Context: an optimization exercise on an open-source flow, tuned for small area. The choices shown serve that exercise and are no tape-out recipe. RTL that was checked went through simulation tests only; none was proved equivalent to the original.

== the baseline ==
==> flow/design.v (excerpt) <==
module dtmf_td (
    input  wire        clk,
    input  wire        rst,
    input  wire        s_valid,
    output wire        s_ready,
    input  wire [15:0] s_data,
    input  wire        s_last,
    input  wire [31:0] s_now,
    input  wire [63:0] cfg_thr,
    input  wire [31:0] cfg_min_hold,
    output wire        res_valid,
    output wire        res_hit,
    output wire [3:0]  res_digit,
    output reg  [63:0] res_best,
    output wire        evt_valid,
    output wire [31:0] evt_duration,
    output wire [31:0] evt_timestamp
);
export LEC_CHECK = 0
export CAP_MARGIN = 20
export CORE_MARGIN = 2
export CORE_UTILIZATION = 40
export SLEW_MARGIN = 20
create_clock -name core_clock -period 25.0 [get_ports {clk}]
standard.sh (not shown) runs the stock make flow with config.mk's settings and CLKGATE_MAP_FILE= SYNTH_SCRIPT=/design/flow/synth_recipe.tcl, a recipe that flattens the netlist after the stock synthesis.
==> flow/flow/run.sh <==
#!/bin/bash
# The standard layout, with changes to how it is made:
#  - ports are buffered with the smallest buffer (sky130_fd_sc_hd__buf_1);
#  - clock tree synthesis uses sky130_fd_sc_hd__clkbuf_4 and inserts no dummy loads.
set -euo pipefail
export BUFFER_PORTS_ARGS="-buffer_cell sky130_fd_sc_hd__buf_1"
export CTS_ARGS="-sink_clustering_enable -repair_clock_nets -dont_use_dummy_load -buf_list sky130_fd_sc_hd__clkbuf_4"
bash standard.sh > standard.log 2>&1
No stage failed in the baseline, and the final checks on the layout all came back clean.
Setup changes, the baseline to the candidate
diff --git a/flow/design.v b/flow/design.v
--- a/flow/design.v
+++ b/flow/design.v
@@ -860,36 +860,37 @@
         endcase
     end
     wire [51:0] head = ring[51:0];
     wire [51:0] tail = ring[363:312];
     wire r1 = post & (cnt == 3'd1);
     wire r2 = post & (cnt == 3'd2);
     wire r3 = post & (cnt == 3'd3);
     wire r4 = post & (cnt == 3'd4);
     wire hold_tail = (post & (cnt == 3'd5)) | mul | done;
     wire        live = en & ~first;            
     wire [25:0] q1_in = head[51:26] & {26{~first}};
+    wire        zc    = en & first;            
     reg  [15:0] ma;
     reg  [25:0] mb;
     reg  [32:0] z1;
     wire [39:0] z2 = {~head[25:0] & {26{live}}, 14'd0};
     wire [39:0] mr;
     goertzel_res mac (.a(ma), .negm(r1), .b(mb), .z1(z1), .z2(z2), .c14(live), .r(mr));
     wire [17:0] v_f = {head[35:26], head[9:2]};
     always @(*) begin
         if (r2)       ma = head[25:10];                              
         else if (r3)  ma = head[51:36];                              
-        else          ma = coef;
+        else          ma = coef & {16{~zc}};
         if (r1 | r3)  mb = {{10{head[51]}}, head[51:36]};            
         else if (r2)  mb = {{8{v_f[17]}}, v_f};                      
-        else          mb = q1_in;
+        else          mb = head[51:26];
         if (r1)       z1 = {{3{head[25]}}, head[25:10], 14'h3fff};  
         else if (r3)  z1 = head[34:2];              
         else if (r2)  z1 = 33'd0;
         else          z1 = {{3{s_data[15]}}, s_data, 14'd0};        
     end
     wire [31:0] pw   = head[33:2];                 
     wire [31:0] tpw  = tail[33:2];                 
     wire        tinit = r4 & ((ph == 3'd4) | (ph == 3'd0));
     wire [32:0] gch;
     assign gch[0] = 1'b0;
     genvar gi;
[summary]
In the tables for the candidate and the baseline, share of the clock period used by the worst path reads lower with the baseline. When the final numbers for the candidate and the baseline were put side by side, the hold slack turned out to be smaller in the candidate. Looking at the candidate and the baseline, the cell count is a wash. Going from the baseline to the candidate, first-iteration DRC count increased about 18%; count of plain and timing-repair buffers in the layout essentially unchanged; utilization increased 0.39 points; clock latency reported for the late side of the worst-skew pair decreased 0.06 ns. Cell area (lower): the candidate. The candidate vs. the baseline: full die area was more or less identical, area growth from synthesis to layout neither gained nor lost much, setup slack of the critical path after layout saw a decrease, minimum setup slack after placement shows a reduction of 2.25 ns.
Only the layout flow was run in the baseline; the RTL was not checked for function there.

--- another note on this design; it stands on its own ---

## dtmf_td
module dtmf_td (
    input  wire        clk,
    input  wire        rst,
    input  wire        s_valid,
    output wire        s_ready,
    input  wire [15:0] s_data,
    input  wire        s_last,
    input  wire [31:0] s_now,
    input  wire [63:0] cfg_thr,
    input  wire [31:0] cfg_min_hold,
    output wire        res_valid,
    output wire        res_hit,
    output wire [3:0]  res_digit,
    output reg  [63:0] res_best,
    output wire        evt_valid,
    output wire [31:0] evt_duration,
    output wire [31:0] evt_timestamp
);
Size: ~520 flip-flops, about 280 I/O pins.
export LEC_CHECK = 0
export CAP_MARGIN = 20
export CORE_MARGIN = 2
export CORE_UTILIZATION = 40
export CTS_BUF_LIST = sky130_fd_sc_hd__clkbuf_4
export SLEW_MARGIN = 20
create_clock -name core_clock -period 25.0 [get_ports {clk}]
standard.sh (not shown) runs the stock make flow with config.mk's settings and CLKGATE_MAP_FILE= SYNTH_SCRIPT=/design/flow/synth_recipe.tcl, a recipe that flattens the netlist after the stock synthesis.
==> flow/flow/run.sh <==
#!/bin/bash
# The standard layout, with two changes to how it is made:
#  - ports are buffered with the smallest buffer (sky130_fd_sc_hd__buf_1);
#  - clock tree synthesis inserts no dummy loads.
set -euo pipefail
export BUFFER_PORTS_ARGS="-buffer_cell sky130_fd_sc_hd__buf_1"
export CTS_ARGS="-sink_clustering_enable -repair_clock_nets -dont_use_dummy_load"
bash standard.sh > standard.log 2>&1
Then changed:
==> flow/run.sh (new file) <==
#!/bin/bash
# synth_recipe.tcl (not shown) runs the flow's synth.tcl, then flattens the netlist and writes it again
# the make line also repeats each setting of config.mk as NAME=value (left out here)
make -C /OpenROAD-flow-scripts/flow DESIGN_CONFIG=/design/flow/config.mk WORK_HOME=/design/flow/orfs CLKGATE_MAP_FILE= SYNTH_SCRIPT=/design/flow/synth_recipe.tcl finish
--- a/flow/config.mk
+++ b/flow/config.mk
@@ -10,3 +10,2 @@
 export CORE_UTILIZATION = 40
-export CTS_BUF_LIST = sky130_fd_sc_hd__clkbuf_4
 export SLEW_MARGIN = 20
removed: flow/flow/run.sh
removed: flow/standard.sh
- The changed run went through all stages and came out clean
- final area climbs by 6.2%
- worst setup slack degrades by 0.37 ns
- critical path depth does not change
No run of this note included a check of the RTL's function; only the layout flow was run.

==> port drivers added, routing unchanged <==
The results above use ideal ports. As a check the final layouts listed here were re-extracted and re-timed, cells and wires unchanged.
Step 1, drivers: a clkbuf_16 drives clk and a buf_2 each remaining input, both assumed.
Step 2 also shifts input and output timing later by t, the mid clock arrival at the registers, as if the neighbouring blocks saw the same clock.
Slacks: ideal / step 1 / step 2; pairs: ideal / step 1.
run | t (ns) | slack for setup (ns) | clock arrival spread, ns | cell pins on the clock port's net
the baseline | 0.886 | 5.459 / 5.396 / 6.282 | 0.105 / 0.105 | 1
the candidate | 0.818 | 4.698 / 4.642 / 3.974 | 0.119 / 0.119 | 1
the first run of note 2 | 0.603 | 5.655 / 5.597 / 5.929 | 0.059 / 0.059 | 1
the second run of note 2 | 0.631 | 5.282 / 5.221 / 5.851 | 0.022 / 0.023 | 1
After both steps setup and hold are still met in every run listed. The setup slack of the candidate, which loses most, moves by -0.056 ns with the drivers and by -0.724 ns with both steps.
